Source: an optimization exercise on an open RTL-to-GDS flow (aim: small area). Production flows keep margins and buffers that such runs may drop.
RTL that was checked went through simulation tests only; none was proved equivalent to the original.
Power and IR drop assume default switching activity.

## ecb
module ecb (
    input  wire        clk,
    input  wire        rst,         
    input  wire        in_valid,
    input  wire [7:0]  in_data,
    input  wire        in_last,
    output wire        in_ready,
    output reg         done,
    output reg  [3:0]  status,
    output reg  [63:0] rdata
);
clock: 10.0 ns
lec_check: 0
abc_area: 1
cap_margin: 20
core_margin: 2
core_utilization: 40
slew_margin: 20
standard.sh (not shown) runs the stock make flow with config.mk's settings and CLKGATE_MAP_FILE= SYNTH_SCRIPT=/design/flow/synth_recipe.tcl, a recipe that flattens the netlist after the stock synthesis.
==> flow/flow/run.sh <==
#!/bin/bash
# The standard ORFS layout (the standard.sh) with these changes:
#  - every input and output port is still buffered, with the smallest buffer cell;
#  - clock tree synthesis uses small buffers, fixed sink clustering and no dummy loads.
set -euo pipefail
export BUFFER_PORTS_ARGS="-buffer_cell sky130_fd_sc_hd__buf_1"
export CTS_ARGS="-sink_clustering_enable -repair_clock_nets -buf_list sky130_fd_sc_hd__clkbuf_4 -sink_clustering_size 12 -sink_clustering_max_diameter 45 -dont_use_dummy_load"
bash standard.sh > standard_flow.log 2>&1
The starting point finished clean.
Change:
==> flow/flow/run.sh (replaced) <==
#!/bin/bash
# The standard ORFS layout (the standard.sh) with these changes:
#  - every input and output port is still buffered, with the smallest buffer cell;
#  - clock tree synthesis uses fixed sink clustering and no dummy loads;
#  - after global routing, cells on paths with slack are downsized (power recovery).
set -euo pipefail
export BUFFER_PORTS_ARGS="-buffer_cell sky130_fd_sc_hd__buf_1"
export CTS_ARGS="-sink_clustering_enable -repair_clock_nets -buf_list sky130_fd_sc_hd__clkbuf_4 -sink_clustering_size 10 -sink_clustering_max_diameter 40 -dont_use_dummy_load"
export RECOVER_POWER=100
bash standard.sh > standard_flow.log 2>&1
The changed run produced a layout that fails on capacitance limit, slew limit.
Wire length hardly moves.
Register-to-register slack degrades by 0.03 ns.
Total power goes up slightly.
Worst hold slack gains 0.0059 ns.
Worst setup slack is worse by 0.028 ns.
Core utilization barely changes.
Design area hardly moves.
Fmax drops slightly.
Change:
==> flow/flow/run.sh (replaced) <==
#!/bin/bash
# The standard ORFS layout (the standard.sh) with these changes:
#  - every input and output port is still buffered, with the smallest buffer cell;
#  - clock tree synthesis uses fixed sink clustering and no dummy loads;
set -euo pipefail
export BUFFER_PORTS_ARGS="-buffer_cell sky130_fd_sc_hd__buf_1"
export CTS_ARGS="-sink_clustering_enable -repair_clock_nets -buf_list sky130_fd_sc_hd__clkbuf_8 -sink_clustering_size 18 -sink_clustering_max_diameter 50 -dont_use_dummy_load"
bash standard.sh > standard_flow.log 2>&1
Outcome: The new run completed with no timing, DRC or antenna violations; power went up by 1.6%; wire length went down by 0.46%; core utilization went up by 0.27 points; flip-flop and latch count is unchanged; combinational power went up by about 0.8%; fmax stays flat; synthesized cell count does not change; count of clock-buffer cells in the layout went down by 32; sequential share of layout area went down by 0.36 points; setup slack hardly moves.
Change:
--- a/flow/flow/run.sh
+++ b/flow/flow/run.sh
@@ -4,0 +5 @@
+#  - after global routing, cells on paths with slack are downsized (power recovery).
@@ -7,0 +9 @@
+export RECOVER_POWER=100
Outcome: The new run ran to the end with violations: capacitance limit, slew limit; total power shrinks slightly; setup slack loses 0.026 ns; clock power stays flat; synthesized area stays the same; worst hold slack hardly moves; cell count hardly moves; final area shrinks slightly; synthesized cell count is unchanged.
Change:
==> flow/flow/run.sh (replaced) <==
#!/bin/bash
# The standard ORFS layout (the standard.sh) with these changes:
#  - every input and output port is still buffered, with the smallest buffer cell;
#  - clock tree synthesis uses fixed sink clustering and no dummy loads;
set -euo pipefail
export BUFFER_PORTS_ARGS="-buffer_cell sky130_fd_sc_hd__buf_1"
export CTS_ARGS="-sink_clustering_enable -repair_clock_nets -buf_list sky130_fd_sc_hd__clkbuf_4 -sink_clustering_size 12 -sink_clustering_max_diameter 45 -dont_use_dummy_load"
bash standard.sh > standard_flow.log 2>&1
- The changed run ran to the end with no violations
- first-iteration DRC count drops by 7.7%
- synthesized cell count stays the same
- via count climbs by 0.85%
- worst setup slack gets better by 0.053 ns
- cell area drops by 0.40%

* * *

Starting RTL as in the previous note.
clock: 10.0 ns
lec_check: 0
abc_area: 1
cap_margin: 20
core_margin: 2
core_utilization: 40
slew_margin: 20
==> flow/flow/run.sh <==
#!/bin/bash
# The standard ORFS layout (the standard.sh) with these changes:
#  - every input and output port is still buffered, with the smallest buffer cell;
#  - clock tree synthesis uses fixed sink clustering and no dummy loads;
set -euo pipefail
export BUFFER_PORTS_ARGS="-buffer_cell sky130_fd_sc_hd__buf_1"
export CTS_ARGS="-sink_clustering_enable -repair_clock_nets -buf_list sky130_fd_sc_hd__clkbuf_16 -sink_clustering_size 30 -sink_clustering_max_diameter 60 -dont_use_dummy_load"
bash standard.sh > standard_flow.log 2>&1
Rerun with:
--- a/flow/flow/run.sh
+++ b/flow/flow/run.sh
@@ -7 +7 @@
-export CTS_ARGS="-sink_clustering_enable -repair_clock_nets -buf_list sky130_fd_sc_hd__clkbuf_16 -sink_clustering_size 30 -sink_clustering_max_diameter 60 -dont_use_dummy_load"
+export CTS_ARGS="-sink_clustering_enable -repair_clock_nets -buf_list sky130_fd_sc_hd__clkbuf_4 -sink_clustering_size 10 -sink_clustering_max_diameter 40 -dont_use_dummy_load"
Wire length climbs slightly.
Cell area is lower slightly.
Sequential power hardly moves.
Global-route usage grows by 0.39 points.

* * *

== main ==
ecb, a different RTL version from the one above (not shown whole).
Size in the first run: about 1,900 cells after synthesis, roughly 82 I/O pins.
Settings: LEC_CHECK=0, ABC_AREA=1, CAP_MARGIN=20, CORE_MARGIN=2, CORE_UTILIZATION=40, SLEW_MARGIN=20; clock period 10.0 ns.
==> flow/flow/run.sh <==
#!/bin/bash
# The standard ORFS layout (the standard.sh) with these changes:
#  - every input and output port is still buffered, with the smallest buffer cell;
#  - clock tree synthesis uses small buffers, fixed sink clustering and no dummy loads.
set -euo pipefail
export BUFFER_PORTS_ARGS="-buffer_cell sky130_fd_sc_hd__buf_1"
export CTS_ARGS="-sink_clustering_enable -repair_clock_nets -buf_list sky130_fd_sc_hd__clkbuf_4 -sink_clustering_size 10 -sink_clustering_max_diameter 40 -dont_use_dummy_load"
bash standard.sh > standard_flow.log 2>&1
The flow did not stop early for main: all stages ran, and the layout cleared the timing, DRC and antenna checks.
> inputs changed (main -> the feature branch)
diff --git a/flow/flow/run.sh b/flow/flow/run.sh
--- a/flow/flow/run.sh
+++ b/flow/flow/run.sh
@@ -7 +7 @@
-export CTS_ARGS="-sink_clustering_enable -repair_clock_nets -buf_list sky130_fd_sc_hd__clkbuf_4 -sink_clustering_size 10 -sink_clustering_max_diameter 40 -dont_use_dummy_load"
+export CTS_ARGS="-sink_clustering_enable -repair_clock_nets -buf_list {sky130_fd_sc_hd__clkbuf_4 sky130_fd_sc_hd__clkbuf_8} -sink_clustering_size 12 -sink_clustering_max_diameter 45 -dont_use_dummy_load"
Findings:
The feature branch completed every stage of the flow, and the final layout passed the timing, DRC and antenna checks.
Going from main to the feature branch, the final cell count was found to have gone down by 14.
The feature branch vs main: clock power up by more than a quarter
main has lower detailed-routing wirelength on met1 than the feature branch.
Between the feature branch and main, it is the feature branch whose share of total power in the clock network is higher, by 4.0 points.

* * *

## JK
Another version of the RTL of ecb (not shown whole).
Size in the first run: about 630 flip-flops, about 82 I/O pins.
Settings: LEC_CHECK=0, ABC_AREA=1, CAP_MARGIN=20, CORE_MARGIN=2, CORE_UTILIZATION=40, CTS_BUF_LIST=sky130_fd_sc_hd__clkbuf_16, CTS_CLUSTER_DIAMETER=60, CTS_CLUSTER_SIZE=24, SLEW_MARGIN=20; clock period 10.0 ns.
run.sh (not shown) runs the stock make flow with config.mk's settings and CLKGATE_MAP_FILE= SYNTH_SCRIPT=/design/flow/synth_recipe.tcl, a recipe that flattens the netlist after the stock synthesis.
Stock flow here: none of the scripts above is used.
The final layout from JK, which completed every stage, passed the timing, DRC and antenna checks at the end of the flow.
Setup changes, JK to MS
- a change of CTS_CLUSTER_SIZE from 24 to 16
- a change of CTS_CLUSTER_DIAMETER from 60 to 50
- a change of CTS_BUF_LIST from sky130_fd_sc_hd__clkbuf_16 to sky130_fd_sc_hd__clkbuf_8
Notes after the runs:
- Compared to JK, MS reaches a lower achievable clock.
- Sequential share of layout area in MS vs JK: up 0.63 points
- Relative to JK, the number of nets in the final layout measured on MS has increased slightly.
- JK consumes more power than MS.
- Detailed-route via count delta (MS -> JK): insignificant
- met2 usage across MS and JK: no real change.
- Comparing MS and JK, the higher final worst-path cycle share is on MS.
- Delta (MS minus JK): layout overhead on the synthesized area down 1.3 points; first-pass GRT wire length comparable.
No run of this note included a check of the RTL's function; only the layout flow was run.

* * *

job 8393:
ecb, a different RTL version from the one above (not shown whole).
Size in the first run: roughly 2,100 cells after synthesis, roughly 82 I/O pins, ~20,000 um2 of cells after synthesis.
==> flow/design.v (excerpt) <==
module ecb (
    input  wire        clk,
    input  wire        rst,         
    input  wire        in_valid,
    input  wire [7:0]  in_data,
    input  wire        in_last,
    output wire        in_ready,
    output reg         done,
    output reg  [3:0]  status,
    output reg  [63:0] rdata
);
Settings: LEC_CHECK=0, ABC_AREA=1, CAP_MARGIN=20, CORE_MARGIN=2, CORE_UTILIZATION=40, CTS_BUF_LIST=sky130_fd_sc_hd__clkbuf_4, CTS_CLUSTER_DIAMETER=40, CTS_CLUSTER_SIZE=10, SLEW_MARGIN=20; clock period 10.0 ns.
No stage failed in job 8393, and the final checks on the layout all came back clean.
Changes in job 4944 relative to job 8393:
--- a/flow/config.mk
+++ b/flow/config.mk
@@ -11,5 +11,5 @@
 export CORE_UTILIZATION = 40
-export CTS_BUF_LIST = sky130_fd_sc_hd__clkbuf_4
-export CTS_CLUSTER_DIAMETER = 40
-export CTS_CLUSTER_SIZE = 10
+export CTS_BUF_LIST = sky130_fd_sc_hd__clkbuf_8
+export CTS_CLUSTER_DIAMETER = 50
+export CTS_CLUSTER_SIZE = 18
 export SLEW_MARGIN = 20
==> run notes <==
- Comparing job 4944 and job 8393, the lower wire length is on job 4944.
- On job 4944: critical path depth is 18 higher than what job 8393 gave.
- Core utilization essentially unchanged between job 4944 and job 8393.
- The source of the critical timing path comes out op[3] in one run and op[1] in the other, namely in job 4944 and job 8393 respectively.
- Power (lower): job 4944
- Endpoint of the worst setup timing path = acc[6]: job 4944; endpoint of the worst setup timing path = in_ready: job 8393
For job 5904, these inputs were changed with respect to job 4944:
==> flow/flow/run.sh (new file) <==
#!/bin/bash
# The standard ORFS layout (the standard.sh) with two changes:
#  - every input and output port is still buffered, with the smallest buffer cell;
#  - clock tree synthesis uses fixed sink clustering and no dummy loads.
set -euo pipefail
export BUFFER_PORTS_ARGS="-buffer_cell sky130_fd_sc_hd__buf_1"
export CTS_ARGS="-sink_clustering_enable -repair_clock_nets -buf_list sky130_fd_sc_hd__clkbuf_8 -sink_clustering_size 16 -sink_clustering_max_diameter 50 -dont_use_dummy_load"
bash standard.sh > standard_flow.log 2>&1
==> flow/standard.sh (new file) <==
#!/bin/bash
# synth_recipe.tcl (not shown) runs the flow's synth.tcl, then flattens the netlist and writes it again
# the make line also repeats each setting of config.mk as NAME=value (left out here)
make -C /OpenROAD-flow-scripts/flow DESIGN_CONFIG=/design/flow/config.mk WORK_HOME=/design/flow/orfs CLKGATE_MAP_FILE= SYNTH_SCRIPT=/design/flow/synth_recipe.tcl "${@:-finish}"
--- a/flow/config.mk
+++ b/flow/config.mk
@@ -11,5 +11,2 @@
 export CORE_UTILIZATION = 40
-export CTS_BUF_LIST = sky130_fd_sc_hd__clkbuf_8
-export CTS_CLUSTER_DIAMETER = 50
-export CTS_CLUSTER_SIZE = 18
 export SLEW_MARGIN = 20
removed: flow/run.sh
--- outcome ---
- Routed via count divided by cell count: job 5904 vs job 4944 up 0.024
- Post-route non-filler standard cell count shrinks slightly when moving from job 4944 to job 5904.
- Job 5904 ended up with b1[5] as its startpoint of the worst setup timing path; job 4944 ended up with op[3].
- Between job 5904 and job 4944, the sequential share of power is lower for job 4944.
- Looking at maximum frequency, job 5904 sits below job 4944.
- In terms of clock slew at the register clock pins of the worst setup and hold paths, job 4944 and job 5904 differ only marginally.
- When job 5904 is measured against job 4944, its pre-CTS setup slack turns out 45 ps lower.
- Job 5904 vs job 4944 — non-clock buffer area fraction after layout dropped 2.0 points.
- Cmp job 5904 vs job 4944: highest net fanout along the worst path lower in job 5904
- Delta(sequential share of layout area, job 5904 - job 4944) > 0
No run of this note included a check of the RTL's function; only the layout flow was run.

what the ideal ports hide:
No port has a modelled driver above. Below, the same layouts with a new extraction and two added sets of constraints.
Step 1 (the two cells are an assumption about what drives the block):
set clk [get_ports {clk}]
set_driving_cell -lib_cell sky130_fd_sc_hd__clkbuf_16 $clk
set_driving_cell -lib_cell sky130_fd_sc_hd__buf_2 [delete_from_list [all_inputs] $clk]
Step 2 adds t to the input delays and takes it off the output delays; t is the mean of the earliest and latest rising clock arrival at the registers after step 1. Input paths then give back, and output paths get back, about the clock's delay inside the block.
Three values: ideal, step 1, step 2; two values: the first two.
run | t (ns) | setup slack, ns | latest minus earliest clock arrival (ns) | cell pins on the clock port's net
the first run of note 1 | 0.829 | 3.450 / 3.450 / 3.450 | 0.116 / 0.115 | 1
the second run of note 1 | 0.830 | 3.422 / 3.422 / 3.422 | 0.106 / 0.105 | 1
the third run of note 1 | 0.673 | 3.423 / 3.423 / 3.423 | 0.093 / 0.093 | 1
the fourth run of note 1 | 0.669 | 3.396 / 3.396 / 3.396 | 0.091 / 0.091 | 1
the fifth run of note 1 | 0.829 | 3.450 / 3.450 / 3.450 | 0.116 / 0.115 | 1
the first run of note 2 | 0.594 | 3.508 / 3.508 / 3.508 | 0.114 / 0.114 | 1
the second run of note 2 | 0.830 | 3.439 / 3.439 / 3.439 | 0.109 / 0.109 | 1
main | 0.844 | 1.795 / 1.795 / 1.795 | 0.137 / 0.137 | 1
the feature branch | 0.668 | 1.771 / 1.771 / 1.771 | 0.085 / 0.085 | 1
JK | 0.637 | 3.531 / 3.531 / 3.009 | 0.043 / 0.042 | 1
MS | 0.734 | 3.432 / 3.432 / 3.018 | 0.053 / 0.053 | 1
job 8393 | 0.861 | 3.678 / 3.627 / 3.770 | 0.037 / 0.037 | 1
job 4944 | 0.687 | 3.737 / 3.737 / 3.737 | 0.028 / 0.028 | 1
job 5904 | 0.652 | 3.643 / 3.643 / 3.643 | 0.089 / 0.089 | 1
The setup slack of JK, which loses most, moves by 0.000 ns with the drivers and by -0.522 ns with both steps.
